Background: an optimization exercise with open tools, aiming at small area, a short achievable clock period and few clock cycles per item. Do not read the settings as production practice. In this exercise RTL edits were held to simulation tests only and were not proved equivalent to the original. No activity file was given, so power comes from the tool's default toggle rates.

[design/flow/config.mk]
export PLATFORM = sky130hd
export DESIGN_NAME = cdh26_hill
export DESIGN_NICKNAME = cdh26_hill
export VERILOG_FILES = /design/flow/design.v
export SDC_FILE = /design/flow/constraint.sdc
export NUM_CORES = 4
export LEC_CHECK = 0
export CAP_MARGIN = 20
export CORE_MARGIN = 2
export CORE_UTILIZATION = 40
export CTS_BUF_LIST = sky130_fd_sc_hd__clkbuf_4
export SLEW_MARGIN = 20
[design/flow/constraint.sdc]
create_clock -name core_clock -period 20.0 [get_ports {clk}]
set_input_delay 4.0000 -clock core_clock [delete_from_list [all_inputs] [get_ports {clk}]]
set_output_delay 4.0000 -clock core_clock [all_outputs]
set_load 0.01 [all_outputs]
[design/flow/design.v]
module cdh26_hill (
    input             clk,
    input             rst,
    input             cmd_valid,
    output reg        cmd_ready,
    input      [1:0]  cmd_op,
    input      [15:0] cmd_len,
    input      [31:0] k00,
    input      [31:0] k01,
    input      [31:0] k10,
    input      [31:0] k11,
    input             in_valid,
    output reg        in_ready,
    input      [7:0]  in_data,
    output reg        out_valid,
    output     [7:0]  out_data,
    output reg        done,
    output reg [1:0]  err,
    output     [15:0] olen,
    output reg [63:0] det,
    output reg [4:0]  detm,
    output reg [4:0]  dinv,
    output     [4:0]  ki00,
    output     [4:0]  ki01,
    output     [4:0]  ki10,
    output     [4:0]  ki11,
    output reg        kiv
);
    localparam OP_MDET = 2'd0, OP_MINV = 2'd1, OP_HENC = 2'd2, OP_HDEC = 2'd3;
    localparam [5:0] FILL_L = 6'd10;     
    function [5:0] lgb;
        input [4:0] a;
        begin
            lgb[0] = (a == 5'd2) | (a == 5'd5) | (a == 5'd6) | (a == 5'd7) | (a == 5'd8) | (a == 5'd11) | (a == 5'd15) | (a == 5'd18) | (a == 5'd19) | (a == 5'd20) | (a == 5'd21) | (a == 5'd24);
            lgb[1] = (a == 5'd4) | (a == 5'd7) | (a == 5'd8) | (a == 5'd10) | (a == 5'd11) | (a == 5'd12) | (a == 5'd17) | (a == 5'd20) | (a == 5'd21) | (a == 5'd23) | (a == 5'd24) | (a == 5'd25);
            lgb[2] = (a == 5'd3) | (a == 5'd6) | (a == 5'd11) | (a == 5'd12) | (a == 5'd16) | (a == 5'd19) | (a == 5'd24) | (a == 5'd25);
            lgb[3] = (a == 5'd5) | (a == 5'd7) | (a == 5'd9) | (a == 5'd10) | (a == 5'd18) | (a == 5'd20) | (a == 5'd22) | (a == 5'd23);
            lgb[4] = (a == 5'd0) | (a == 5'd13);
            lgb[5] = (a == 5'd1) | (a == 5'd3) | (a == 5'd5) | (a == 5'd7) | (a == 5'd9) | (a == 5'd11) | (a == 5'd13) | (a == 5'd15) | (a == 5'd17) | (a == 5'd19) | (a == 5'd21) | (a == 5'd23) | (a == 5'd25);
        end
    endfunction
    function [5:0] lgi;
        input [4:0] a;
        begin
            lgi[0] = (a == 5'd3) | (a == 5'd6) | (a == 5'd7) | (a == 5'd8) | (a == 5'd9) | (a == 5'd12) | (a == 5'd16) | (a == 5'd19) | (a == 5'd20) | (a == 5'd21) | (a == 5'd22) | (a == 5'd25);
            lgi[1] = (a == 5'd5) | (a == 5'd8) | (a == 5'd9) | (a == 5'd11) | (a == 5'd12) | (a == 5'd13) | (a == 5'd18) | (a == 5'd21) | (a == 5'd22) | (a == 5'd24) | (a == 5'd25) | (a == 5'd26);
            lgi[2] = (a == 5'd4) | (a == 5'd7) | (a == 5'd12) | (a == 5'd13) | (a == 5'd17) | (a == 5'd20) | (a == 5'd25) | (a == 5'd26);
            lgi[3] = (a == 5'd6) | (a == 5'd8) | (a == 5'd10) | (a == 5'd11) | (a == 5'd19) | (a == 5'd21) | (a == 5'd23) | (a == 5'd24);
            lgi[4] = (a == 5'd1) | (a == 5'd14);
            lgi[5] = (a == 5'd2) | (a == 5'd4) | (a == 5'd6) | (a == 5'd8) | (a == 5'd10) | (a == 5'd12) | (a == 5'd14) | (a == 5'd16) | (a == 5'd18) | (a == 5'd20) | (a == 5'd22) | (a == 5'd24) | (a == 5'd26);
        end
    endfunction
    function [3:0] ex13;
        input [4:0] a;
        begin
            ex13[0] = (a == 5'd0) | (a == 5'd4) | (a == 5'd7) | (a == 5'd8) | (a == 5'd9) | (a == 5'd11) | (a == 5'd12) | (a == 5'd16) | (a == 5'd19) | (a == 5'd20) | (a == 5'd21) | (a == 5'd23) | (a == 5'd24) | (a == 5'd28);
            ex13[1] = (a == 5'd1) | (a == 5'd4) | (a == 5'd5) | (a == 5'd7) | (a == 5'd10) | (a == 5'd11) | (a == 5'd13) | (a == 5'd16) | (a == 5'd17) | (a == 5'd19) | (a == 5'd22) | (a == 5'd23) | (a == 5'd25) | (a == 5'd28);
            ex13[2] = (a == 5'd2) | (a == 5'd5) | (a == 5'd6) | (a == 5'd9) | (a == 5'd11) | (a == 5'd14) | (a == 5'd17) | (a == 5'd18) | (a == 5'd21) | (a == 5'd23) | (a == 5'd26);
            ex13[3] = (a == 5'd3) | (a == 5'd6) | (a == 5'd7) | (a == 5'd8) | (a == 5'd10) | (a == 5'd15) | (a == 5'd18) | (a == 5'd19) | (a == 5'd20) | (a == 5'd22) | (a == 5'd27);
        end
    endfunction
    function [4:0] crt0;
        input [5:0] a;
        begin
            crt0[0] = (a == 6'd32) | (a == 6'd33) | (a == 6'd34) | (a == 6'd35) | (a == 6'd36) | (a == 6'd37) | (a == 6'd38) | (a == 6'd39) | (a == 6'd40) | (a == 6'd41) | (a == 6'd42) | (a == 6'd43) | (a == 6'd44) | (a == 6'd45) | (a == 6'd46) | (a == 6'd47) | (a == 6'd48) | (a == 6'd49) | (a == 6'd50) | (a == 6'd51) | (a == 6'd52) | (a == 6'd53) | (a == 6'd54) | (a == 6'd55) | (a == 6'd56);
            crt0[1] = (a == 6'd1) | (a == 6'd2) | (a == 6'd5) | (a == 6'd6) | (a == 6'd9) | (a == 6'd10) | (a == 6'd14) | (a == 6'd15) | (a == 6'd18) | (a == 6'd19) | (a == 6'd22) | (a == 6'd23) | (a == 6'd34) | (a == 6'd35) | (a == 6'd38) | (a == 6'd39) | (a == 6'd42) | (a == 6'd43) | (a == 6'd47) | (a == 6'd48) | (a == 6'd51) | (a == 6'd52) | (a == 6'd55) | (a == 6'd56);
            crt0[2] = (a == 6'd1) | (a == 6'd4) | (a == 6'd6) | (a == 6'd7) | (a == 6'd9) | (a == 6'd12) | (a == 6'd14) | (a == 6'd17) | (a == 6'd19) | (a == 6'd20) | (a == 6'd22) | (a == 6'd32) | (a == 6'd34) | (a == 6'd37) | (a == 6'd39) | (a == 6'd40) | (a == 6'd42) | (a == 6'd45) | (a == 6'd47) | (a == 6'd50) | (a == 6'd52) | (a == 6'd53) | (a == 6'd55);
            crt0[3] = (a == 6'd1) | (a == 6'd8) | (a == 6'd10) | (a == 6'd11) | (a == 6'd12) | (a == 6'd14) | (a == 6'd21) | (a == 6'd23) | (a == 6'd24) | (a == 6'd32) | (a == 6'd34) | (a == 6'd41) | (a == 6'd43) | (a == 6'd44) | (a == 6'd45) | (a == 6'd47) | (a == 6'd54) | (a == 6'd56);
            crt0[4] = (a == 6'd3) | (a == 6'd5) | (a == 6'd7) | (a == 6'd9) | (a == 6'd11) | (a == 6'd16) | (a == 6'd18) | (a == 6'd20) | (a == 6'd22) | (a == 6'd24) | (a == 6'd36) | (a == 6'd38) | (a == 6'd40) | (a == 6'd42) | (a == 6'd44) | (a == 6'd49) | (a == 6'd51) | (a == 6'd53) | (a == 6'd55);
        end
    endfunction
    function [4:0] crt1;
        input [5:0] a;
        begin
            crt1[0] = (a == 6'd0) | (a == 6'd1) | (a == 6'd2) | (a == 6'd3) | (a == 6'd4) | (a == 6'd5) | (a == 6'd6) | (a == 6'd7) | (a == 6'd8) | (a == 6'd9) | (a == 6'd10) | (a == 6'd11) | (a == 6'd12) | (a == 6'd13) | (a == 6'd14) | (a == 6'd15) | (a == 6'd16) | (a == 6'd17) | (a == 6'd18) | (a == 6'd19) | (a == 6'd20) | (a == 6'd21) | (a == 6'd22) | (a == 6'd23) | (a == 6'd24);
            crt1[1] = (a == 6'd1) | (a == 6'd2) | (a == 6'd5) | (a == 6'd6) | (a == 6'd9) | (a == 6'd10) | (a == 6'd14) | (a == 6'd15) | (a == 6'd18) | (a == 6'd19) | (a == 6'd22) | (a == 6'd23) | (a == 6'd32) | (a == 6'd33) | (a == 6'd36) | (a == 6'd37) | (a == 6'd40) | (a == 6'd41) | (a == 6'd44) | (a == 6'd45) | (a == 6'd46) | (a == 6'd49) | (a == 6'd50) | (a == 6'd53) | (a == 6'd54);
            crt1[2] = (a == 6'd1) | (a == 6'd4) | (a == 6'd6) | (a == 6'd7) | (a == 6'd9) | (a == 6'd12) | (a == 6'd14) | (a == 6'd17) | (a == 6'd19) | (a == 6'd20) | (a == 6'd22) | (a == 6'd32) | (a == 6'd35) | (a == 6'd37) | (a == 6'd38) | (a == 6'd40) | (a == 6'd43) | (a == 6'd45) | (a == 6'd48) | (a == 6'd50) | (a == 6'd51) | (a == 6'd53) | (a == 6'd56);
            crt1[3] = (a == 6'd1) | (a == 6'd8) | (a == 6'd10) | (a == 6'd11) | (a == 6'd12) | (a == 6'd14) | (a == 6'd21) | (a == 6'd23) | (a == 6'd24) | (a == 6'd32) | (a == 6'd39) | (a == 6'd41) | (a == 6'd42) | (a == 6'd43) | (a == 6'd44) | (a == 6'd45) | (a == 6'd52) | (a == 6'd54) | (a == 6'd55) | (a == 6'd56);
            crt1[4] = (a == 6'd3) | (a == 6'd5) | (a == 6'd7) | (a == 6'd9) | (a == 6'd11) | (a == 6'd16) | (a == 6'd18) | (a == 6'd20) | (a == 6'd22) | (a == 6'd24) | (a == 6'd34) | (a == 6'd36) | (a == 6'd38) | (a == 6'd40) | (a == 6'd42) | (a == 6'd44) | (a == 6'd47) | (a == 6'd49) | (a == 6'd51) | (a == 6'd53) | (a == 6'd55);
        end
    endfunction
    function [29:0] mterm;
        input [4:0] a;
        begin
            mterm[0] = (a == 5'd1);
            mterm[1] = (a == 5'd5) | (a == 5'd6) | (a == 5'd7) | (a == 5'd11) | (a == 5'd12) | (a == 5'd13);
            mterm[2] = (a == 5'd2) | (a == 5'd4) | (a == 5'd5) | (a == 5'd7) | (a == 5'd8) | (a == 5'd10) | (a == 5'd11) | (a == 5'd13) | (a == 5'd14) | (a == 5'd16);
            mterm[3] = (a == 5'd4) | (a == 5'd6) | (a == 5'd7) | (a == 5'd10) | (a == 5'd12) | (a == 5'd13) | (a == 5'd16);
            mterm[4] = (a == 5'd3) | (a == 5'd5) | (a == 5'd9) | (a == 5'd11) | (a == 5'd15);
            mterm[5] = 1'b0;
            mterm[6] = (a == 5'd1) | (a == 5'd3) | (a == 5'd5) | (a == 5'd7) | (a == 5'd9) | (a == 5'd11) | (a == 5'd13) | (a == 5'd15);
            mterm[7] = (a == 5'd3) | (a == 5'd6) | (a == 5'd9) | (a == 5'd12) | (a == 5'd15);
            mterm[8] = (a == 5'd2) | (a == 5'd4) | (a == 5'd8) | (a == 5'd10) | (a == 5'd14) | (a == 5'd16);
            mterm[9] = (a == 5'd4) | (a == 5'd5) | (a == 5'd6) | (a == 5'd10) | (a == 5'd11) | (a == 5'd12) | (a == 5'd16);
            mterm[10] = (a == 5'd1);
            mterm[11] = (a == 5'd1) | (a == 5'd3) | (a == 5'd4) | (a == 5'd5) | (a == 5'd9) | (a == 5'd10) | (a == 5'd11) | (a == 5'd15) | (a == 5'd16);
            mterm[12] = (a == 5'd2) | (a == 5'd3) | (a == 5'd5) | (a == 5'd6) | (a == 5'd8) | (a == 5'd9) | (a == 5'd11) | (a == 5'd12) | (a == 5'd14) | (a == 5'd15);
            mterm[13] = (a == 5'd2) | (a == 5'd4) | (a == 5'd5) | (a == 5'd8) | (a == 5'd10) | (a == 5'd11) | (a == 5'd14) | (a == 5'd16);
            mterm[14] = (a == 5'd3) | (a == 5'd7) | (a == 5'd9) | (a == 5'd13) | (a == 5'd15);
            mterm[15] = (a == 5'd1);
            mterm[16] = (a == 5'd2) | (a == 5'd3) | (a == 5'd4) | (a == 5'd8) | (a == 5'd9) | (a == 5'd10) | (a == 5'd14) | (a == 5'd15) | (a == 5'd16);
            mterm[17] = (a == 5'd2) | (a == 5'd4) | (a == 5'd5) | (a == 5'd7) | (a == 5'd8) | (a == 5'd10) | (a == 5'd11) | (a == 5'd13) | (a == 5'd14) | (a == 5'd16);
            mterm[18] = (a == 5'd1) | (a == 5'd3) | (a == 5'd4) | (a == 5'd7) | (a == 5'd9) | (a == 5'd10) | (a == 5'd13) | (a == 5'd15) | (a == 5'd16);
            mterm[19] = (a == 5'd1) | (a == 5'd2) | (a == 5'd6) | (a == 5'd8) | (a == 5'd12) | (a == 5'd14);
            mterm[20] = 1'b0;
            mterm[21] = (a == 5'd2) | (a == 5'd4) | (a == 5'd6) | (a == 5'd8) | (a == 5'd10) | (a == 5'd12) | (a == 5'd14) | (a == 5'd16);
            mterm[22] = (a == 5'd3) | (a == 5'd6) | (a == 5'd9) | (a == 5'd12) | (a == 5'd15);
            mterm[23] = (a == 5'd1) | (a == 5'd5) | (a == 5'd7) | (a == 5'd11) | (a == 5'd13);
            mterm[24] = (a == 5'd1) | (a == 5'd2) | (a == 5'd3) | (a == 5'd7) | (a == 5'd8) | (a == 5'd9) | (a == 5'd13) | (a == 5'd14) | (a == 5'd15);
            mterm[25] = (a == 5'd1);
            mterm[26] = (a == 5'd1) | (a == 5'd2) | (a == 5'd6) | (a == 5'd7) | (a == 5'd8) | (a == 5'd12) | (a == 5'd13) | (a == 5'd14);
            mterm[27] = (a == 5'd1) | (a == 5'd2) | (a == 5'd3) | (a == 5'd5) | (a == 5'd6) | (a == 5'd8) | (a == 5'd9) | (a == 5'd11) | (a == 5'd12) | (a == 5'd14) | (a == 5'd15);
            mterm[28] = (a == 5'd2) | (a == 5'd5) | (a == 5'd7) | (a == 5'd8) | (a == 5'd11) | (a == 5'd13) | (a == 5'd14);
            mterm[29] = (a == 5'd1) | (a == 5'd4) | (a == 5'd6) | (a == 5'd10) | (a == 5'd12) | (a == 5'd16);
        end
    endfunction
    function [4:0] add26;
        input [4:0] a;
        input [4:0] b;
        reg [5:0] s;
        begin
            s = a + b;
            add26 = (s >= 6'd26) ? s - 6'd26 : s[4:0];
        end
    endfunction
    function [4:0] inv26;
        input [4:0] d;
        begin
            case (d)
                5'd1:  inv26 = 5'd1;
                5'd3:  inv26 = 5'd9;
                5'd5:  inv26 = 5'd21;
                5'd7:  inv26 = 5'd15;
                5'd9:  inv26 = 5'd3;
                5'd11: inv26 = 5'd19;
                5'd15: inv26 = 5'd7;
                5'd17: inv26 = 5'd23;
                5'd19: inv26 = 5'd11;
                5'd21: inv26 = 5'd5;
                5'd23: inv26 = 5'd17;
                5'd25: inv26 = 5'd25;
                default: inv26 = 5'd0;
            endcase
        end
    endfunction
    function [4:0] dterm;
        input [1:0]  dd;
        input [14:0] t;
        begin
            case (dd)
                2'd0: dterm = 5'd0;
                2'd1: dterm = t[4:0];
                2'd2: dterm = t[9:5];
                default: dterm = t[14:10];
            endcase
        end
    endfunction
    localparam S_IDLE = 2'd0, S_PRE = 2'd1, S_TXT = 2'd2, S_POST = 2'd3;
    reg [1:0]  st;
    reg [4:0]  p;           
    reg [1:0]  op;
    reg        f_s;         
    reg        i_detm, i_k1, i_k2;    
    reg        w_detm, w_k1, w_k2;    
    reg        w_txt;
    reg        cpa;         
    reg [1:0]  cpk;
    reg        cy;
    wire [15:0] oh16 = 16'd1 << p[3:0];
    function [15:0] evn;
        input [31:0] x;
        integer k;
        begin
            for (k = 0; k < 16; k = k + 1) evn[k] = x[2*k];
        end
    endfunction
    function [15:0] odd;
        input [31:0] x;
        integer k;
        begin
            for (k = 0; k < 16; k = k + 1) odd[k] = x[2*k+1];
        end
    endfunction
    reg [1:0]  dg0, dg1, dg2, dg3;      
    reg        cprev, dprev;            
    reg  [3:0]  Sx;
    wire [35:0] S = {Sx, det[63:32]};    
    reg  [35:0] C;
    wire da = dg3[0] ^ dprev;                                   
    wire db = (dg3[1] & ~dg3[0] & ~dprev) | (~dg3[1] & dg3[0] & dprev);    
    wire dn = dg3[1] & ~(dg3[0] & dprev);                       
    wire ca = dg2[0] ^ cprev;
    wire cb = (dg2[1] & ~dg2[0] & ~cprev) | (~dg2[1] & dg2[0] & cprev);
    wire cn = ~dg2[1] & (dg2[0] | cprev);                       
    wire [32:0] xa = ({33{da}} & {k00[31], k00}) | ({33{db}} & {k00, 1'b0});
    wire [32:0] xb = ({33{ca}} & {k01[31], k01}) | ({33{cb}} & {k01, 1'b0});
    wire [35:0] rowA = {1'b1, 1'b0, ~(xa[32] ^ dn), xa ^ {33{dn}}};
    wire [35:0] rowB = {1'b0, 1'b0, ~(xb[32] ^ cn), xb ^ {33{cn}}};
    wire [37:0] s1, c1, s2, c2;
    assign c1[0] = dn;
    assign c2[0] = cn;
    genvar j;
    generate
        for (j = 0; j < 37; j = j + 1) begin : g_csa
            wire s_j = (j < 36) ? S[j] : 1'b0;
            wire c_j = (j < 36) ? C[j] : 1'b0;
            wire a_j = (j < 36) ? rowA[j] : 1'b0;
            wire b_j = (j < 36) ? rowB[j] : 1'b0;
            assign s1[j]   = s_j ^ c_j ^ a_j;
            assign c1[j+1] = (s_j & c_j) | (s_j & a_j) | (c_j & a_j);
            assign s2[j]   = s1[j] ^ c1[j] ^ b_j;
            assign c2[j+1] = (s1[j] & c1[j]) | (s1[j] & b_j) | (c1[j] & b_j);
        end
    endgenerate
    assign s1[37] = 1'b0;
    assign s2[37] = c1[37];
    reg  [1:0] ps, pc;
    reg        f_low;
    wire [2:0] low = {1'b0, ps} + {1'b0, pc} + {2'b0, cy};
    wire [8:0] csum = {1'b0, S[7:0]} + {1'b0, C[7:0]} + {8'd0, (cpk == 2'd0) ? low[2] : cy};
    reg [4:0] m00, m01, m10, m11;       
    assign ki00 = m00;
    assign ki01 = m01;
    assign ki10 = m10;
    assign ki11 = m11;
    wire [29:0] mt = mterm(p);           
    wire       negc = (op != OP_HENC);
    wire [4:0] t0 = dterm(dg0, mt[14:0]);
    wire [4:0] t1 = dterm(dg1, mt[14:0]);
    wire [4:0] t2 = dterm(dg2, negc ? mt[29:15] : mt[14:0]);
    wire [4:0] t3 = dterm(dg3, mt[14:0]);
    reg [7:0]  rem_lo, rem_hi;
    reg        lq_v;
    reg [5:0]  lq;              
    reg        have_v0, ph2;
    reg [5:0]  v0, v1;
    reg [7:0]  np_lo;
    reg [6:0]  np_hi;
    reg [4:0]  od;
    assign out_data = {3'b010, od};
    assign olen = {np_hi, np_lo, 1'b0};
    wire take = in_valid & in_ready;
    wire in_letter = (in_data[7:6] == 2'b01) && (in_data[4:0] != 5'd0) && (in_data[4:0] <= 5'd26);
    wire rem_lz = (rem_lo == 8'd0);
    wire rem_z  = rem_lz & (rem_hi == 8'd0);
    wire rem_1  = (rem_lo == 8'd1) & (rem_hi == 8'd0);
    wire txt   = (st == S_TXT);
    wire henc  = (op == OP_HENC);
    wire fill  = txt & ~ph2 & ~lq_v & have_v0 & rem_z & henc;
    wire pairA = txt & ~ph2 & ((lq_v & have_v0) | fill);
    wire cpa_busy = cpa & (cpk != 2'd3);
    wire kbusy = ~henc & (p < 5'd21);        
    wire fin   = txt & ~lq_v & ~ph2 & rem_z & ~(have_v0 & henc) & ~cpa_busy & ~kbusy;
    wire supp  = (op == OP_HDEC) & ~kiv;     
    wire [4:0] xb0 = (ph2 | i_k2) ? m10 : m00;
    wire [4:0] xb1 = (ph2 | i_k1) ? m11 : m01;
    wire [4:0] yb0 = i_detm ? m11 : dinv;
    wire [4:0] yb1 = i_detm ? m10 : dinv;
    wire       ky  = i_detm | i_k1 | i_k2;
    wire [5:0] xl0 = lgb(xb0);
    wire [5:0] xl1 = lgb(xb1);
    wire [5:0] yl0 = ky ? lgb(yb0) : v0;
    wire [5:0] yl1 = ky ? lgb(yb1) : (ph2 ? v1 : (fill ? FILL_L : lq));
    wire [4:0] sl0 = xl0[3:0] + yl0[3:0];
    wire [4:0] sl1 = xl1[3:0] + yl1[3:0] + (i_k2 ? 5'd6 : 5'd0);
    wire [3:0] pr0 = (xl0[4] | yl0[4]) ? 4'd0 : ex13(sl0);
    wire [3:0] pr1 = (xl1[4] | yl1[4]) ? 4'd0 : ex13(sl1);
    reg  [3:0] P0, P1;
    reg        PP0, PP1;
    wire [4:0] psum = P0 + P1;
    wire [4:0] w   = crt0({PP0 ^ PP1, psum});
    wire [4:0] w1  = crt1({PP0 ^ PP1, psum});
    wire [4:0] wl0 = crt0({PP0, 1'b0, P0});
    wire [4:0] wl1 = crt0({PP1, 1'b0, P1});
    always @(posedge clk) begin
        dg0  <= {|(odd(k00) & oh16), |(evn(k00) & oh16)};
        dg1  <= {|(odd(k01) & oh16), |(evn(k01) & oh16)};
        dg2  <= {|(odd(k10) & oh16), |(evn(k10) & oh16)};
        dg3  <= {|(odd(k11) & oh16), |(evn(k11) & oh16)};
        lq   <= lgi(in_data[4:0]);
        P0   <= pr0;
        P1   <= pr1;
        PP0  <= xl0[5] & yl0[5];
        PP1  <= xl1[5] & yl1[5];
    end
    always @(posedge clk) begin
        if (st == S_IDLE) begin
            {Sx, det[63:32]} <= 36'h4_0000_0000;
            C <= 36'd0;
            cy <= 1'b0;
            cprev <= 1'b0;
            dprev <= 1'b0;
        end else if (f_s) begin
            {Sx, det[63:32]} <= s2[37:2];
            C <= c2[37:2];
            cprev <= dg2[1];
            dprev <= dg3[1];
        end else if (cpa) begin
            det[63:32] <= {csum[7:0], det[63:40]};
            C <= {8'd0, C[35:8]};
        end
        ps <= s2[1:0];
        pc <= c2[1:0];
        f_low <= f_s;
        if (st == S_IDLE) cy <= 1'b0;
        else if (cpa) cy <= csum[8];
        else if (f_low) cy <= low[2];
        if (f_low) det[31:0] <= {low[1:0], det[31:2]};
    end
    always @(posedge clk) begin
        if (st == S_IDLE) begin
            m00 <= k00[31] ? 5'd4 : 5'd0;
            m01 <= k01[31] ? 5'd4 : 5'd0;
            m10 <= k10[31] ? ((cmd_op != OP_HENC) ? 5'd22 : 5'd4) : 5'd0;
            m11 <= k11[31] ? 5'd4 : 5'd0;
        end else if (f_s) begin
            m00 <= add26(m00, t0);
            m01 <= add26(m01, t1);
            m10 <= add26(m10, t2);
            m11 <= add26(m11, t3);
        end else if (w_k1) begin
            m11 <= wl0;
            m00 <= wl1;
        end else if (w_k2) begin
            m10 <= wl0;
            m01 <= wl1;
        end
    end
    always @(posedge clk) begin
        if (w_detm) begin
            detm <= w;
            dinv <= inv26(w);
            kiv  <= w[0] && (w != 5'd13);
        end
    end
    always @(posedge clk) begin
        done      <= 1'b0;
        out_valid <= 1'b0;
        cmd_ready <= 1'b0;
        f_s    <= 1'b0;
        i_detm <= 1'b0; i_k1 <= 1'b0; i_k2 <= 1'b0;
        w_detm <= i_detm; w_k1 <= i_k1; w_k2 <= i_k2;
        w_txt  <= 1'b0;
        lq_v   <= take & in_letter;
        if (p != 5'd31) p <= p + 5'd1;
        if (w_txt) begin
            od        <= w1;
            out_valid <= !supp;
        end
        if (cpa) begin
            cpk <= cpk + 2'd1;
            if (cpk == 2'd3) cpa <= 1'b0;
        end
        if (~henc) begin
            i_detm <= (p == 5'd16);
            i_k1   <= (p == 5'd18);
            i_k2   <= (p == 5'd19);
        end
        if (rst) begin
            st        <= S_IDLE;
            p         <= 5'd0;
            in_ready  <= 1'b0;
            have_v0   <= 1'b0;
            ph2       <= 1'b0;
            lq_v      <= 1'b0;
            cpa       <= 1'b0;
            w_detm <= 1'b0; w_k1 <= 1'b0; w_k2 <= 1'b0;
            out_valid <= 1'b0;
        end else begin
            case (st)
                S_IDLE: begin
                    p  <= 5'd0;
                    op <= cmd_op;
                    i_detm <= 1'b0; i_k1 <= 1'b0; i_k2 <= 1'b0;
                    if (cmd_valid) begin
                        st  <= S_PRE;
                        p   <= 5'd1;
                        f_s <= 1'b1;
                    end
                end
                S_PRE: begin
                    if (cmd_ready) begin
                        rem_lo   <= cmd_len[7:0];
                        rem_hi   <= cmd_len[15:8];
                        np_lo    <= 8'd0;
                        np_hi    <= 7'd0;
                        have_v0  <= 1'b0;
                        ph2      <= 1'b0;
                        cpa      <= ~henc;
                        cpk      <= 2'd0;
                        if (op[1]) begin
                            in_ready <= henc && (cmd_len != 16'd0);
                            st       <= S_TXT;
                        end else begin
                            st       <= S_POST;
                        end
                    end else if (!cmd_valid) begin
                        st <= S_IDLE;
                        p  <= 5'd0;
                    end else begin
                        if (p == 5'd15) cmd_ready <= 1'b1;
                        f_s <= (p <= 5'd15);
                    end
                end
                S_POST: begin
                    if (!cpa_busy && !(op == OP_MINV && kbusy)) begin
                        done <= 1'b1;
                        err  <= (op == OP_MINV && !kiv) ? 2'd1 : 2'd0;
                        st   <= S_IDLE;
                        p    <= 5'd0;
                    end
                end
                default: begin   
                    if (take) begin
                        rem_lo   <= rem_lo - 8'd1;
                        if (rem_lz) rem_hi <= rem_hi - 8'd1;
                        in_ready <= !rem_1;
                    end
                    if (!henc && p == 5'd19)
                        in_ready <= !rem_z;
                    if (lq_v && !have_v0) begin
                        v0      <= lq;
                        have_v0 <= 1'b1;
                    end
                    if (ph2) begin
                        ph2   <= 1'b0;
                        w_txt <= 1'b1;
                    end else if (pairA) begin
                        v1      <= fill ? FILL_L : lq;
                        ph2     <= 1'b1;
                        have_v0 <= 1'b0;
                        w_txt   <= 1'b1;
                        if (!supp) begin
                            np_lo <= np_lo + 8'd1;
                            if (np_lo == 8'hff) np_hi <= np_hi + 7'd1;
                        end
                    end
                    if (fin) begin
                        done     <= 1'b1;
                        st       <= S_IDLE;
                        p        <= 5'd0;
                        in_ready <= 1'b0;
                        have_v0  <= 1'b0;
                        if (op == OP_HDEC && (!kiv || have_v0)) begin
                            err   <= kiv ? 2'd2 : 2'd1;
                            np_lo <= 8'd0;
                            np_hi <= 7'd0;
                        end else begin
                            err   <= 2'd0;
                        end
                    end
                end
            endcase
        end
    end
endmodule
[design/flow/flow/run.sh]
#!/bin/bash
# The standard synthesis and layout, with two changes to how the layout is
# made (the clock and constraints are the standard flow's own constraint.sdc/config.mk):
#  * ORFS's repair_timing is asked for a larger setup slack than the clock
#    needs, so that it sizes and buffers the paths that set the period the
#    design achieves;
#  * the port buffers that buffer_ports inserts are buf_1 cells (upsized by
#    repair where timing needs it) instead of the default delay-buffer cell.
set -euo pipefail
bash standard.sh synth > synth.log 2>&1
bash standard.sh SETUP_SLACK_MARGIN=14.8 "BUFFER_PORTS_ARGS=-buffer_cell sky130_fd_sc_hd__buf_1" finish > layout.log 2>&1
[design/flow/standard.sh]
#!/bin/bash
# synth_recipe.tcl (not shown) runs the flow's synth.tcl, then flattens the netlist and writes it again
# the make line also repeats each setting of config.mk as NAME=value (left out here)
make -C /OpenROAD-flow-scripts/flow DESIGN_CONFIG=/design/flow/config.mk WORK_HOME=/design/flow/orfs CLKGATE_MAP_FILE= SYNTH_SCRIPT=/design/flow/synth_recipe.tcl "${@:-finish}"
==> results_dict.tcl, run 1 <==
set metrics [dict create \
    drc 0 \
    cp-end-kind "output pin" \
    grt_pass1_wl_um 105000 \
    clk_pin_slew_ps 70 \
    hold_class "flop to flop" \
    slew_headroom 0.226 \
    fillCellCount 4766 \
    min_period_ps 5520 \
    grt_max_degree 105 \
    power.total_w 0.00221 \
    drive_above_1_share 0.202 \
    ctsHoldBuffers 0 \
    clk_latency_ps 770 \
    drtIter0Drc 2070 \
    die_w_um 226 \
    top_usage_layer "met2" \
    start_util 0.404 \
    first_pass_iters 6 \
    setup_violations 0 \
    tightestPinTransition_ps 1160 \
    synth.avg_cell_area_um2 8.63 \
    track_usage 0.269 \
    dp_hpwl_um 49000 \
    yosys.area.top_type "edfxtp_1" \
    synth.cell_area_um2 19700 \
    arrival_ps 1520 \
    core-area_um2 48800 \
    yosysTopAreaCellShare 0.175 \
    finalHoldViolations 0 \
    p_per_area_nw_per_um2 93.5 \
    fin_crit_sh 0.276 \
    use_met3 0.0747 \
    synth_seq_cells 242 \
    p_leak_nw 8.89 \
    ctsHtreeMaxLevel 3 \
    ys_seq_area_frac 0.304 \
    fp-row-count 81 \
    synth_edf_count 115 \
    stdcell_count 3310 \
    r2r_setup_slack_ps 15180 \
    syn_inst 2287 \
    clock_path_buffers 3 \
    slowest_delay_ps 540 \
    cp.required_ps 16000 \
    wl_per_cell_um 21.1 \
    whs_ps 418 \
    io_buffer_count 277 \
    clockRootBuffer "clkbuf_4" \
    finalSetupTns_ps 0 \
    path_buf_inv 1 \
    antenna_found_initial 6 \
    multiInputGateArea_um2 13000 \
    routed_wl_um 69700 \
    max-vdd-ir-drop_uv 65.1 \
    area_growth_pct 19.8 \
    cap_viol_max_count 0 \
    cts_buffers 75 \
    overflow 0 \
    skew_ps 45.7 \
    critPathLaunchType "flop" \
    cpLargestDelayFamily "flip-flops" \
    crit_path_cell_trace "buf_1" \
    yosys_warnings 1 \
    met1_usage 0.370 \
    dp.cells 3060 \
    grt_pass1_vias 18400 \
    rsz0062_at_grt "true" \
    fmax_mhz 181 \
    met2_usage 0.399 \
    slew_viol_final 0 \
    die_h_um 226 \
    die_area_um2 51100 \
    critPathMaxFanout 4 \
    synthArstFlopShare 0 \
    status "complete, no violations" \
    tritoncts "built" \
    path_class "flop to output pin" \
    io_pins 283 \
    clock_sinks 242 \
    synthTopCellsByArea "edfxtp_1, dfxtp_1, fa_1" \
    place.gp.congestion 0.947 \
    slowest_stage "edfxtp_1" \
    ant_nets 0 \
    synth_ff_type "dfxtp_1" \
    layout.nets 2884 \
    synthDistinctLibCells 90 \
    regArea_um2 6140 \
    viasPerCell 5.85 \
    dr_total_vias 19400 \
]
final timing paths:
check / depth (start not counted) / endpoint / startpoint
worst min-delay path: 0 / det[21]$_DFFE_PP_ / det[23]$_DFFE_PP_
worst min register to register: 0 / det[21]$_DFFE_PP_ / det[23]$_DFFE_PP_
worst max register to register: 14 / P0[3]$_SDFF_PP0_ / dinv[3]$_DFFE_PP_
worst max-delay path: 1 / dinv[1] / dinv[1]$_DFFE_PP_
cells in the final DEF (no fill, tap or decap), types with 13 or more instances in the layout:
cell / n
o22ai_1: 23
mux2_2: 21
nand2b_1: 30
nor2b_1: 17
ha_1: 64
dfxtp_1: 87
buf_1: 172
buf_4: 129
and3_1: 21
nand2_1: 157
xnor2_1: 90
or2_2: 15
o211ai_1: 24
inv_1: 79
clkinv_1: 28
a31oi_1: 32
nor4_1: 13
a22oi_2: 31
fa_2: 33
o21ai_0: 112
dfxtp_4: 36
edfxtp_1: 115
mux2i_1: 101
a21oi_1: 195
nand4_1: 13
a221oi_1: 13
fa_1: 48
nor2_1: 278
clkbuf_4: 105
buf_6: 42
nand3_1: 42
xor2_1: 31
a211oi_1: 16
clkbuf_2: 52
or3_1: 18
nor3_1: 46
a22oi_1: 68
logic make-up after synthesis:
logic type                 after synthesis  synth area share
AOI/OAI and AO/OA                      650             0.214
and+or+nand+nor                        706             0.169
buffers and inverters                  275            0.0602
DFF                                    242             0.304
adders and majority gates              153             0.127
xor gates and xnor gates               132            0.0586
other                                    2          0.000380
muxes                                  127            0.0670
layer usage:
metal  vias up  routed length (µm)
met3       142                7100
li1       8928                   -
met2       984               30100
met1      9306               30300
met4         2                2210
met5         -                  13
cells in the mapped netlist (32+ instances only):
cell,count
nand3_1,42
nor2_1,280
fa_1,81
dfxtp_1,127
nor3_1,48
inv_1,79
a22oi_1,99
nand2_1,157
ha_1,66
edfxtp_1,115
mux2i_1,104
buf_4,36
clkbuf_1,131
a21oi_1,195
xnor2_1,101
o21ai_0,115
a31oi_1,32
cell type report:
class / count / share of cell area
Timing Repair Buffer: 406 / 0.102
Multi-Input combinational cell: 1772 / 0.549
Clock inverter: 36 / 0.00836
Clock buffer: 104 / 0.0330
Antenna cell: 4 / 0.000423
Sequential cell: 242 / 0.260
Tap cell: 664 / 0.0351
Inverter: 82 / 0.0130
repair_timing:
action	in CTS	in global routing
gates cloned	0	0
gates resized for setup	170	72
setup endpoints to repair	128	143
buffers inserted	87	19
report_power, final:
part	switching (W)	total, W	internal (W)
logic	0.000648	0.00106	0.000417
registers	0.0000560	0.000632	0.000576
clock network	0.000245	0.000513	0.000268
per-stage QoR:
step | util | cell area [µm²] | worst slack [ps]
after floorplan | - | 20000 | 14460
after global placement | 0.435 | 21200 | 13810
after detailed placement | 0.435 | 21200 | 13810
after CTS | 0.477 | 23300 | 14430
after global routing | 0.484 | 23600 | 14410
final | 0.484 | 23600 | 14480
state kept, by name (all words and copies together), names as in the netlist, 3 cells and up:
signal / flops
det: 64
Sx: 3
m01: 5
m10: 5
rem_hi: 8
np_lo: 8
p: 5
dinv: 5
P1: 4
v0: 6
m00: 5
lq: 6
C: 35
od: 5
m11: 5
detm: 5
rem_lo: 8
np_hi: 7
v1: 6
P0: 4
Testbench counts, summed over its fixed seeds: cycles 21,454, commands 480.
==> inputs of run 2 (changes only) <==
--- a/design/flow/config.mk
+++ b/design/flow/config.mk
@@ -8,5 +8,4 @@
 export CAP_MARGIN = 20
 export CORE_MARGIN = 2
 export CORE_UTILIZATION = 40
-export CTS_BUF_LIST = sky130_fd_sc_hd__clkbuf_4
 export SLEW_MARGIN = 20
==> run 2 against run 1 <==
Against the previous run: wire length decreased by 2.7%; register-to-register slack got worse by 120 ps; combinational power about the same; non-clock buffer count decreased by 56.
==> results_dict.tcl, run 2 <==
set metrics [dict create \
    die_area_um2 51100 \
    path_buf_inv 1 \
    drive_above_1_share 0.157 \
    grt_pass1_wl_um 103000 \
    synthDistinctLibCells 90 \
    slowest_stage "edfxtp_1" \
    synth.cell_area_um2 19700 \
    dr_total_vias 18800 \
    place.gp.congestion 0.947 \
    fp-row-count 81 \
    cts_buffers 31 \
    setup_violations 0 \
    track_usage 0.259 \
    wl_per_cell_um 21.4 \
    synthArstFlopShare 0 \
    met1_usage 0.369 \
    final_common_cell "nor2_1" \
    area_growth_pct 17.5 \
    reg2regPathDepth 16 \
    arrival_ps 1330 \
    grt_max_degree 105 \
    cap_viol_max_count 0 \
    tightestPinTransition_ps 1160 \
    power.total_w 0.00230 \
    critPathLaunchType "flop" \
    syn_inst 2287 \
    slew_headroom 0.227 \
    yosysTopAreaCellShare 0.175 \
    dpl_cell_area_um2 21200 \
    status "complete, no violations" \
    p_leak_nw 8.48 \
    overflow 0 \
    place_ws_ps 13810 \
    io_buffer_count 277 \
    reg_top3 "det x64, C x35" \
    synth_edf_count 115 \
    die_h_um 226 \
    path_class "flop to output pin" \
    slowest_delay_ps 540 \
    ys_seq_area_frac 0.304 \
    final_cell_mix "nor2_1, buf_1, a21oi_1, nand2_1, edfxtp_1" \
    ctsHoldBuffers 0 \
    yosysMostFrequentCell "nor2_1" \
    synth_seq_cells 242 \
    hold_class "flop to flop" \
    multiInputGateArea_um2 13100 \
    largest-register "det" \
    regArea_um2 6070 \
    yosys_warnings 1 \
    fin_crit_sh 0.266 \
    clk_pin_slew_ps 60 \
    ctsHtreeMaxLevel 1 \
    antenna_found_initial 6 \
    core-area_um2 48800 \
    fmax_mhz 188 \
    layout.nets 2784 \
    cpLargestDelayFamily "flip-flops" \
    yosys.area.top_type "edfxtp_1" \
    met2_usage 0.390 \
    skew_ps 16.3 \
    drc 0 \
    ant_nets 0 \
    synth.avg_cell_area_um2 8.63 \
    critPathMaxFanout 4 \
    dp_hpwl_um 49000 \
    tritoncts "built" \
    io_pins 283 \
    largest_reg_flops 64 \
    finalHoldViolations 0 \
    synth_ff_type "dfxtp_1" \
    synth_top_cells_by_count "nor2_1, a21oi_1, nand2_1, clkbuf_1, dfxtp_1" \
    finish.utilization 0.475 \
    worstSetupPathDepth 1 \
    clockRootBuffer "clkbuf_16" \
    clk_latency_ps 590 \
    crit_path_cell_trace "buf_1" \
    slew_viol_final 0 \
    use_met3 0.0617 \
    cp.required_ps 16000 \
    cp-end-kind "output pin" \
    postLayoutCellArea_um2 23200 \
    clock_sinks 242 \
    rsz0062_at_grt "true" \
    fin_ws_ps 14670 \
    holdPathStages 0 \
    top_usage_layer "met2" \
    p_per_area_nw_per_um2 99.3 \
    drtIter0Drc 2107 \
    grt_pass1_vias 17600 \
    first_pass_iters 6 \
    routed_wl_um 67800 \
    viasPerCell 5.94 \
    min_period_ps 5330 \
    max-vdd-ir-drop_uv 71.4 \
    die_w_um 226 \
    finalSetupTns_ps 0 \
    start_util 0.404 \
    clock_path_buffers 3 \
    fillCellCount 4739 \
    synthTopCellsByArea "edfxtp_1, dfxtp_1, fa_1" \
]
run 2: cell counts after synthesis:
No cell type changed its count.
run 2: area by class of cell:
cell class                      count  share of cell area
Tap cell                          664              0.0358
Multi-Input combinational cell   1772               0.564
Inverter                           82              0.0133
Timing Repair Buffer              350              0.0765
Clock inverter                     19              0.0111
Antenna cell                        3            0.000324
Sequential cell                   242               0.262
Clock buffer                       39              0.0369
run 2: logic make-up (layout without fill, tap and decap cells):
kind of cell / Yosys count / count (layout) / synth area share
AOI/OAI and AO/OA: 650 / 650 / 0.214
xor gates and xnor gates: 132 / 132 / 0.0586
adders and majority gates: 153 / 153 / 0.127
buffers and inverters: 275 / 490 / 0.0602
DFF: 242 / 242 / 0.304
muxes: 127 / 127 / 0.0670
other: 2 / 7 / 0.000380
and+or+nand+nor: 706 / 706 / 0.169
run 2: report_power, final:
group	leakage [nW]	switching, W	internal [W]
logic	5.78	0.000642	0.000409
clock network	0.547	0.000235	0.000379
registers	2.15	0.0000608	0.000578
total	8.48	0.000937	0.00137
run 2: path summary, 6_finish.rpt:
kind	startpoint	endpoint	slack, ps
max	dinv[2]$_DFFE_PP_	dinv[2]	14670
min	lq[4]$_DFF_P_	v0[4]$_DFFE_PP_	440
max reg2reg	p[0]$_SDFF_PP0_	m00[1]$_SDFFCE_PP0P_	15060
min reg2reg	lq[4]$_DFF_P_	v0[4]$_DFFE_PP_	440
run 2: metal layers:
layer	vias up	share of wire
met4	4	0.024
li1	8668	-
met1	9075	0.44
met5	-	0.00040
met3	112	0.10
met2	970	0.44
run 2: through the flow:
| stage | std cells | hold WS (ps) |
|---|---|---|
| 3_5_place_dp | 3060 | 429 |
| 5_1_grt | 3170 | 453 |
| 4_1_cts | 3156 | 435 |
| 2_1_floorplan | 2289 | 401 |
| 6_report | 3171 | 438 |
| 3_3_place_gp | 3060 | 427 |
run 2: repair_timing:
item                                   CTS  global route
setup endpoints to repair              132            77
pin swaps                               27            26
endpoints found under the hold margin    0             0
gates resized for setup                116            52
buffers inserted                        38            11
==> inputs of run 3 (changes only) <==
--- a/design/flow/flow/run.sh
+++ b/design/flow/flow/run.sh
@@ -8,4 +8,4 @@
 #    repair where timing needs it) instead of the default delay-buffer cell.
 set -euo pipefail
 bash standard.sh synth > synth.log 2>&1
-bash standard.sh SETUP_SLACK_MARGIN=14.8 "BUFFER_PORTS_ARGS=-buffer_cell sky130_fd_sc_hd__buf_1" finish > layout.log 2>&1
+bash standard.sh SETUP_SLACK_MARGIN=14.5 "BUFFER_PORTS_ARGS=-buffer_cell sky130_fd_sc_hd__buf_1" finish > layout.log 2>&1
--- a/design/flow/config.mk
+++ b/design/flow/config.mk
@@ -8,4 +8,6 @@
 export CAP_MARGIN = 20
 export CORE_MARGIN = 2
 export CORE_UTILIZATION = 40
+export CTS_BUF_LIST = sky130_fd_sc_hd__clkbuf_8
+export CTS_CLUSTER_SIZE = 30
 export SLEW_MARGIN = 20
==> run 3 against run 2 <==
Against the previous run: critical path type is now primary input to flop; sequential cell count did not move; via count fell by 2.2%; hold slack improved by 3.9 ps; register-to-register slack improved by 20 ps.
==> results_dict.tcl, run 3 <==
set metrics [dict create \
    p_comb_frac 0.460 \
    p_int_w 0.00121 \
    synthArstFlopShare 0 \
    synth_ff_type "dfxtp_1" \
    min_period_ps 5490 \
    ctsHoldBuffers 0 \
    slowest_delay_ps 520 \
    start_util 0.404 \
    rsz0062_at_grt "false" \
    yosys.area.top_type "edfxtp_1" \
    fp-row-count 81 \
    hold_class "flop to flop" \
    synth_edf_count 115 \
    slew_viol_final 0 \
    cp-end-kind "flop" \
    tritoncts "built" \
    clk_latency_ps 630 \
    clk_pin_slew_ps 60 \
    yosys_warnings 1 \
    synth.cell_area_um2 19700 \
    critPathMaxFanout 3 \
    finalSetupTns_ps 0 \
    grt_pass1_vias 17200 \
    drtIter0Drc 1820 \
    die_h_um 226 \
    multiInputGateArea_um2 12800 \
    syn_inst 2287 \
    io_buffer_count 277 \
    fillCellCount 4887 \
    setup_violations 0 \
    yosysTopAreaCellShare 0.175 \
    area_growth_pct 12.1 \
    r2r_setup_slack_ps 15080 \
    cap_viol_max_count 0 \
    tightestPinTransition_ps 1120 \
    pwr-share-seq 0.305 \
    status "complete, no violations" \
    finalHoldViolations 0 \
    layout.nets 2754 \
    crit_top_cell "fa_1" \
    p_per_area_nw_per_um2 95.7 \
    cp.required_ps 20480 \
    fin_crit_sh 0.274 \
    final_cell_mix "nor2_1, buf_1, a21oi_1, nand2_1, dfxtp_1" \
    path_buf_inv 1 \
    grt_max_degree 87 \
    place_ws_ps 13780 \
    path_class "primary input to flop" \
    synth_top_cells_by_count "nor2_1, a21oi_1, nand2_1, clkbuf_1, dfxtp_1" \
    clock_path_buffers 3 \
    cpLargestDelayFamily "adder cells" \
    reg_top3 "det x64, C x35" \
    synthTopCellsByArea "edfxtp_1, dfxtp_1, fa_1" \
    final_common_cell "nor2_1" \
    p_sw_frac 0.428 \
    overflow 0 \
    reg2regPathDepth 12 \
    clock_sinks 242 \
    slowest_stage "fa_1" \
    regArea_um2 6010 \
    clockRootBuffer "clkbuf_8" \
    viasPerCell 5.84 \
    hold_end "v0[4]$_DFFE_PP_" \
    fin_ws_ps 14510 \
    ant_nets 0 \
    crit_path_cell_trace "buf_1 > a22oi_2 > xnor2_1 > fa_1 > fa_1 > a21oi_1 > nor2_1" \
    synthDistinctLibCells 90 \
    drive_above_1_share 0.0816 \
    antenna_found_initial 1 \
    skew_ps 30.7 \
    fmax_mhz 182 \
    largest-register "det" \
    slew_headroom 0.254 \
    drc 0 \
    r2r-end "P0[3]$_SDFF_PP0_" \
    ys_seq_area_frac 0.304 \
    critPathLaunchType "primary input" \
    core-area_um2 48800 \
    hp-start "lq[4]$_DFF_P_" \
    p_switching_w 0.000907 \
    track_usage 0.246 \
    yosysMostFrequentCell "nor2_1" \
    wl_per_cell_um 20.4 \
    die_area_um2 51100 \
    place.gp.congestion 0.940 \
    synth_seq_cells 242 \
    first_pass_iters 6 \
    synth.avg_cell_area_um2 8.63 \
    routed_wl_um 64400 \
    r2r-start "i_detm$_DFF_P_" \
    dr_total_vias 18400 \
    crit_start "k00[14]" \
    cts_buffers 47 \
    holdPathStages 0 \
    largest_reg_flops 64 \
    arrival_ps 5970 \
    max-vdd-ir-drop_uv 61.5 \
    power_frac_clock 0.236 \
    die_w_um 226 \
    ctsHtreeMaxLevel 2 \
    dp_hpwl_um 48300 \
    grt_pass1_wl_um 98200 \
    io_pins 283 \
    p_leak_nw 7.91 \
]
run 3: cell counts after synthesis:
No cell type changed its count.
run 3: kinds of logic (layout without fill, tap and decap cells):
logic type      after synthesis  after routing  synth area share
other cells                   2              5          0.000380
mux                         127            127            0.0670
flops                       242            242             0.304
xor+xnor                    132            132            0.0586
buf+inv                     275            474            0.0602
simple gates                706            706             0.169
fa+ha+maj                   153            153             0.127
compound gates              650            650             0.214
run 3: metrics by stage:
step / std cells / hold WS [ps] / power [W] / area (µm²) / util
2_1_floorplan: 2289 / 401 / 0.00135 / 19900 / -
3_3_place_gp: 3064 / 427 / 0.00159 / 21200 / 0.433
3_5_place_dp: 3064 / 421 / 0.00161 / 21200 / 0.433
4_1_cts: 3152 / 440 / 0.00212 / 22100 / 0.452
5_1_grt: 3153 / 449 / 0.00227 / 22100 / 0.453
6_report: 3153 / 442 / 0.00212 / 22100 / 0.453
run 3: how the worst max path moves through the flow:
| stage | endpoint | slack (ps) | cells past startpoint |
|---|---|---|---|
| 3_3_place_gp | det[61]$_SDFFE_PP0P_ | 13780 | 8 |
| 5_1_grt | det[54]$_SDFFE_PP0P_ | 14520 | 7 |
| 2_1_floorplan | det[63]$_SDFFE_PP0P_ | 14450 | 6 |
| 4_1_cts | det[54] | 14520 | 1 |
| 3_5_place_dp | det[61]$_SDFFE_PP0P_ | 13780 | 8 |
| 6_report | det[45]$_SDFFE_PP0P_ | 14510 | 7 |
run 3: layout make-up:
cell class                      count  share of cell area
Antenna cell                        1            0.000113
Clock buffer                       54              0.0336
Clock inverter                     34             0.00854
Inverter                           82              0.0139
Multi-Input combinational cell   1772               0.579
Sequential cell                   242               0.271
Tap cell                          664              0.0375
Timing Repair Buffer              304              0.0563
run 3: repair_timing:
action / in CTS / in global routing
setup endpoints to repair: 3 / 4
gates resized for setup: 1 / 6
buffers inserted: 0 / 0
run 3: worst register-to-register path: stages (launching register included):
cell	delay, ps
dfxtp_1	950
mux2i_1	920
nand2_1	200
nor2_1	180
o21ai_0	110
a31oi_1	360
ha_1	310
a21o_1	150
a21oi_1	360
xor2_1	560
or2_2	230
mux2i_1	60
a2111oi_0	410
run 3: per-layer routing:
layer / up-vias / track usage / share of wire
li1: 8620 / - / -
met1: 8882 / 0.345 / 0.45
met2: 800 / 0.384 / 0.45
met3: 122 / 0.0397 / 0.075
met4: 0 / 0.0874 / 0.032
met5: - / 0 / 0
run 3: power groups by stage:
stage	registers, W	logic [W]	clock network, W
finish	0.000646	0.000974	0.000499
global route	0.000652	0.00108	0.000533
CTS	0.000645	0.000963	0.000514
detailed placement	0.000655	0.000956	0
global placement	0.000654	0.000937	0
floorplan	0.000629	0.000721	0
==> inputs of run 4 (changes only) <==
--- a/design/flow/design.v
+++ b/design/flow/design.v
@@ -163,9 +163,9 @@
     reg        i_detm, i_k1, i_k2;    
     reg        w_detm, w_k1, w_k2;    
     reg        w_txt;
+    reg        f_z;         
     reg        cpa;         
     reg [1:0]  cpk;
-    reg        cy;
     wire [15:0] oh16 = 16'd1 << p[3:0];
     function [15:0] evn;
         input [31:0] x;
@@ -186,6 +186,7 @@
     reg  [3:0]  Sx;
     wire [35:0] S = {Sx, det[63:32]};    
     reg  [35:0] C;
+    reg  [33:0] D;
     wire da = dg3[0] ^ dprev;                                   
     wire db = (dg3[1] & ~dg3[0] & ~dprev) | (~dg3[1] & dg3[0] & dprev);    
     wire dn = dg3[1] & ~(dg3[0] & dprev);                       
@@ -204,20 +205,21 @@
         for (j = 0; j < 37; j = j + 1) begin : g_csa
             wire s_j = (j < 36) ? S[j] : 1'b0;
             wire c_j = (j < 36) ? C[j] : 1'b0;
+            wire d_j = (j < 34) ? D[j] : 1'b0;
             wire a_j = (j < 36) ? rowA[j] : 1'b0;
-            wire b_j = (j < 36) ? rowB[j] : 1'b0;
-            assign s1[j]   = s_j ^ c_j ^ a_j;
-            assign c1[j+1] = (s_j & c_j) | (s_j & a_j) | (c_j & a_j);
-            assign s2[j]   = s1[j] ^ c1[j] ^ b_j;
-            assign c2[j+1] = (s1[j] & c1[j]) | (s1[j] & b_j) | (c1[j] & b_j);
+            assign s1[j]   = s_j ^ c_j ^ d_j;
+            assign c1[j+1] = (s_j & c_j) | (s_j & d_j) | (c_j & d_j);
+            assign s2[j]   = s1[j] ^ c1[j] ^ a_j;
+            assign c2[j+1] = (s1[j] & c1[j]) | (s1[j] & a_j) | (c1[j] & a_j);
         end
     endgenerate
     assign s1[37] = 1'b0;
     assign s2[37] = c1[37];
-    reg  [1:0] ps, pc;
+    reg  [1:0] ps, pc, pb;
     reg        f_low;
-    wire [2:0] low = {1'b0, ps} + {1'b0, pc} + {2'b0, cy};
-    wire [8:0] csum = {1'b0, S[7:0]} + {1'b0, C[7:0]} + {8'd0, (cpk == 2'd0) ? low[2] : cy};
+    reg  [1:0] cy;
+    wire [3:0] low = {2'b0, ps} + {2'b0, pc} + {2'b0, pb} + {2'b0, cy};
+    wire [8:0] csum = {1'b0, S[7:0]} + {1'b0, C[7:0]} + {7'd0, cy};
     reg [4:0] m00, m01, m10, m11;       
     assign ki00 = m00;
     assign ki01 = m01;
@@ -248,7 +250,7 @@
     wire henc  = (op == OP_HENC);
     wire fill  = txt & ~ph2 & ~lq_v & have_v0 & rem_z & henc;
     wire pairA = txt & ~ph2 & ((lq_v & have_v0) | fill);
-    wire cpa_busy = cpa & (cpk != 2'd3);
+    wire cpa_busy = f_z | (cpa & (cpk != 2'd3));
     wire kbusy = ~henc & (p < 5'd21);        
     wire fin   = txt & ~lq_v & ~ph2 & rem_z & ~(have_v0 & henc) & ~cpa_busy & ~kbusy;
     wire supp  = (op == OP_HDEC) & ~kiv;     
@@ -287,24 +289,30 @@
         if (st == S_IDLE) begin
             {Sx, det[63:32]} <= 36'h4_0000_0000;
             C <= 36'd0;
-            cy <= 1'b0;
+            D <= 34'd0;
             cprev <= 1'b0;
             dprev <= 1'b0;
         end else if (f_s) begin
             {Sx, det[63:32]} <= s2[37:2];
             C <= c2[37:2];
+            D <= rowB[35:2];
             cprev <= dg2[1];
             dprev <= dg3[1];
+        end else if (f_z) begin
+            {Sx, det[63:32]} <= s1[35:0];
+            C <= {c1[35:1], 1'b0};
+            D <= 34'd0;
         end else if (cpa) begin
             det[63:32] <= {csum[7:0], det[63:40]};
             C <= {8'd0, C[35:8]};
         end
         ps <= s2[1:0];
         pc <= c2[1:0];
+        pb <= rowB[1:0];
         f_low <= f_s;
-        if (st == S_IDLE) cy <= 1'b0;
-        else if (cpa) cy <= csum[8];
-        else if (f_low) cy <= low[2];
+        if (st == S_IDLE) cy <= 2'd0;
+        else if (cpa) cy <= {1'b0, csum[8]};
+        else if (f_low) cy <= low[3:2];
         if (f_low) det[31:0] <= {low[1:0], det[31:2]};
     end
     always @(posedge clk) begin
@@ -338,6 +346,7 @@
         out_valid <= 1'b0;
         cmd_ready <= 1'b0;
         f_s    <= 1'b0;
+        f_z    <= f_s & (p == 5'd16) & ~henc;
         i_detm <= 1'b0; i_k1 <= 1'b0; i_k2 <= 1'b0;
         w_detm <= i_detm; w_k1 <= i_k1; w_k2 <= i_k2;
         w_txt  <= 1'b0;
@@ -351,6 +360,10 @@
             cpk <= cpk + 2'd1;
             if (cpk == 2'd3) cpa <= 1'b0;
         end
+        if (f_z) begin
+            cpa <= 1'b1;
+            cpk <= 2'd0;
+        end
         if (~henc) begin
             i_detm <= (p == 5'd16);
             i_k1   <= (p == 5'd18);
@@ -364,6 +377,7 @@
             ph2       <= 1'b0;
             lq_v      <= 1'b0;
             cpa       <= 1'b0;
+            f_z       <= 1'b0;
             w_detm <= 1'b0; w_k1 <= 1'b0; w_k2 <= 1'b0;
             out_valid <= 1'b0;
         end else begin
@@ -386,7 +400,6 @@
                         np_hi    <= 7'd0;
                         have_v0  <= 1'b0;
                         ph2      <= 1'b0;
-                        cpa      <= ~henc;
                         cpk      <= 2'd0;
                         if (op[1]) begin
                             in_ready <= henc && (cmd_len != 16'd0);
--- a/design/flow/flow/run.sh
+++ b/design/flow/flow/run.sh
@@ -8,4 +8,4 @@
 #    repair where timing needs it) instead of the default delay-buffer cell.
 set -euo pipefail
 bash standard.sh synth > synth.log 2>&1
-bash standard.sh SETUP_SLACK_MARGIN=14.5 "BUFFER_PORTS_ARGS=-buffer_cell sky130_fd_sc_hd__buf_1" finish > layout.log 2>&1
+bash standard.sh SETUP_SLACK_MARGIN=14.8 "BUFFER_PORTS_ARGS=-buffer_cell sky130_fd_sc_hd__buf_1" finish > layout.log 2>&1
--- a/design/flow/config.mk
+++ b/design/flow/config.mk
@@ -8,6 +8,4 @@
 export CAP_MARGIN = 20
 export CORE_MARGIN = 2
 export CORE_UTILIZATION = 40
-export CTS_BUF_LIST = sky130_fd_sc_hd__clkbuf_8
-export CTS_CLUSTER_SIZE = 30
 export SLEW_MARGIN = 20
==> run 4 against run 3 <==
Against the previous run: clock skew grew 1.9 ps; sequential power grew about 10%; register-to-register slack lost 50 ps; via count grew 13%; die area grew 10%; wire length grew 14%; design area grew 11%; count of clock-buffer cells in the layout shrank 8; setup slack gained 230 ps; final cell count grew 11%; sequential share of layout area grew 0.48 points.
==> results_dict.tcl, run 4 <==
set metrics [dict create \
    io_pins 283 \
    final_cell_mix "nor2_1, buf_1, inv_1, a21oi_1, nand2_1" \
    routed_wl_um 73300 \
    slew_viol_final 0 \
    final_common_cell "nor2_1" \
    largest_reg_flops 64 \
    reg_top3 "det x64, C x36, D x32" \
    rsz0062_at_grt "true" \
    layout.nets 3084 \
    finalSetupTns_ps 0 \
    r2r_setup_slack_ps 15030 \
    skew_ps 32.6 \
    largest-register "det" \
    antenna_found_initial 3 \
    tritoncts "built" \
    clk_latency_ps 570 \
    critPathLaunchType "flop" \
    synth_top_cells_by_count "nor2_1, inv_1, a21oi_1, dfxtp_1, nand2_1" \
    hold_class "flop to flop" \
    stdcell_count 3493 \
    synthTopCellsByArea "edfxtp_1, dfxtp_1, fa_1" \
    holdPathStages 0 \
    met1_usage 0.371 \
    clock_sinks 280 \
    die_area_um2 56300 \
    drive_above_1_share 0.0877 \
    place.gp.congestion 0.915 \
    die_h_um 237 \
    r2r-start "ph2$_SDFFE_PP0P_" \
    core-area_um2 53800 \
    clk_pin_slew_ps 60 \
    finalHoldViolations 0 \
    ys_seq_area_frac 0.310 \
    overflow 0 \
    cap_viol_max_count 0 \
    ant_nets 0 \
    path_buf_inv 1 \
    synth_seq_cells 280 \
    top_usage_layer "met2" \
    hold_end "v0[1]$_DFFE_PP_" \
    min_period_ps 5260 \
    slew_headroom 0.243 \
    fp-row-count 85 \
    ctsHtreeMaxLevel 2 \
    critPathMaxFanout 2 \
    synth.cell_area_um2 21800 \
    synthArstFlopShare 0 \
    cp-end-kind "output pin" \
    grt_max_degree 103 \
    drc 0 \
    synthDistinctLibCells 86 \
    drtIter0Drc 2056 \
    yosysTopAreaCellShare 0.159 \
    max-vdd-ir-drop_uv 73.6 \
    wl_per_cell_um 21.0 \
    hp-start "lq[1]$_DFF_P_" \
    grt_pass1_wl_um 113000 \
    track_usage 0.253 \
    clockRootBuffer "clkbuf_16" \
    dp_hpwl_um 52800 \
    synth.avg_cell_area_um2 8.34 \
    fmax_mhz 190 \
    slowest_stage "edfxtp_1" \
    start_util 0.405 \
    tightestPinTransition_ps 1130 \
    power.total_w 0.00238 \
    grt_pass1_vias 19400 \
    first_pass_iters 6 \
    path_class "flop to output pin" \
    dp.cells 3386 \
    p_leak_nw 9.16 \
    yosysMostFrequentCell "nor2_1" \
    viasPerCell 5.96 \
    syn_inst 2611 \
    yosys_warnings 1 \
    synth_edf_count 115 \
    use_met3 0.0415 \
    dr_total_vias 20800 \
    arrival_ps 1260 \
    status "complete, no violations" \
    setup_violations 0 \
    cpLargestDelayFamily "flip-flops" \
    crit_path_cell_trace "clkbuf_2" \
    reg2regPathDepth 13 \
    r2r-end "P0[2]$_SDFF_PP0_" \
    cts_buffers 36 \
    yosys.area.top_type "edfxtp_1" \
    area_growth_pct 13.1 \
    cp.required_ps 16000 \
    synth_ff_type "dfxtp_1" \
    die_w_um 237 \
    fin_crit_sh 0.263 \
    slowest_delay_ps 500 \
    io_buffer_count 277 \
    met2_usage 0.387 \
    p_per_area_nw_per_um2 96.8 \
    clock_path_buffers 3 \
]
==> run 4: kinds of logic (layout without fill, tap and decap cells) <==
family / after synthesis / count (layout) / share of synthesized area
AOI/OAI and AO/OA: 739 / 739 / 0.230
xor gates and xnor gates: 127 / 127 / 0.0511
adders and majority gates: 164 / 164 / 0.122
buffers and inverters: 439 / 621 / 0.0825
DFF: 280 / 280 / 0.310
muxes: 75 / 75 / 0.0357
other: 2 / 6 / 0.000345
and+or+nand+nor: 785 / 785 / 0.169
==> run 4: worst max path at each step <==
stage | cells past startpoint | start | slack [ps] | endpoint
2_1_floorplan | 3 | rst | 14840 | rem_hi[0]$_DFFE_PP_
3_3_place_gp | 6 | k00[31] | 14140 | det[63]$_SDFFE_PP0P_
3_5_place_dp | 6 | k00[31] | 14130 | det[63]$_SDFFE_PP0P_
4_1_cts | 1 | m01[2]$_DFFE_PP_ | 14720 | ki01[2]
5_1_grt | 1 | m01[2]$_DFFE_PP_ | 14730 | ki01[2]
6_report | 1 | m01[2]$_DFFE_PP_ | 14740 | ki01[2]
==> run 4: where the power goes <==
| part | switching (W) | total [W] | internal [W] | leakage, nW |
|---|---|---|---|---|
| logic | 0.000617 | 0.000980 | 0.000363 | 6.09 |
| registers | 0.0000585 | 0.000713 | 0.000655 | 2.45 |
| clock network | 0.000277 | 0.000689 | 0.000411 | 0.610 |
| total | 0.000953 | 0.00238 | 0.00143 | 9.16 |
==> run 4: layout make-up <==
| type | instances | area [µm²] |
|---|---|---|
| Inverter | 212 | 796 |
| Antenna cell | 2 | 5.00 |
| Fill cell | 5298 | 29200 |
| Timing Repair Buffer | 343 | 1570 |
| Clock inverter | 20 | 230 |
| Tap cell | 696 | 871 |
| Clock buffer | 46 | 1000 |
| Sequential cell | 280 | 6800 |
| Multi-Input combinational cell | 1894 | 13300 |
==> run 4: worst reg2reg max path, stage by stage (launching register included) <==
cell and delay, ps:
dfxtp_1 570, nor2_2 500, mux2i_1 740, nor2_1 130
a221oi_1 370, a21oi_1 100, ha_1 270, fa_1 470
xnor2_1 230, a2bb2oi_1 180, nor3_1 60, a2111oi_0 620
nor2_1 80, a311oi_1 480
==> run 4: timing repair <==
action,in CTS,in global routing
hold buffers,0,0
gates resized for setup,35,24
setup endpoints to repair,55,45
setup buffers,29,10
==> run 4: routing by layer <==
metal / wire length, µm / vias up
li1: - / 9699
met5: 0 / -
met2: 32000 / 968
met4: 1600 / 0
met3: 6070 / 91
met1: 33600 / 10100
==> run 4: metrics by stage <==
| stage | worst slack (ps) | hold WS, ps | utilization | cell area, µm² |
|---|---|---|---|---|
| 2_1_floorplan | 14840 | 350 | - | 21800 |
| 3_3_place_gp | 14140 | 430 | 0.427 | 23000 |
| 3_5_place_dp | 14130 | 430 | 0.427 | 23000 |
| 4_1_cts | 14720 | 447 | 0.455 | 24500 |
| 5_1_grt | 14730 | 460 | 0.458 | 24600 |
| 6_report | 14740 | 444 | 0.458 | 24600 |
Testbench counts of run 4, summed over its fixed seeds: cycles 21,515, commands 480.

[what the ideal ports hide]
The results above use ideal ports. As a check the final layouts listed here were re-extracted and re-timed, cells and wires unchanged.
Step 1 assumes that a clkbuf_16 drives the clock port and a buf_2 every other input.
Step 2 times the ports against the registers' clock, not the clock port: input delays grow and output delays shrink by t, the midpoint of the rising clock arrivals with the driver on.
Slacks: no drivers / after step 1 / after step 2; pairs: no drivers / after step 1.
| run | t, ns | setup slack, ns | worst setup path at the end | clock arrival spread, ns |
|---|---|---|---|---|
| run 1 | 0.818 | 14.478 / 14.418 / 13.980 | input to register | 0.072 / 0.072 |
| run 2 | 0.644 | 14.672 / 14.610 / 14.064 | input to register | 0.023 / 0.022 |
| run 3 | 0.667 | 14.512 / 14.521 / 13.873 | input to register | 0.037 / 0.037 |
| run 4 | 0.609 | 14.742 / 14.689 / 14.218 | input to register | 0.042 / 0.042 |
After both steps setup and hold are still met in every run listed. For run 3, which loses most, drivers alone change the setup slack by +0.009 ns; drivers and shift together by -0.639 ns.
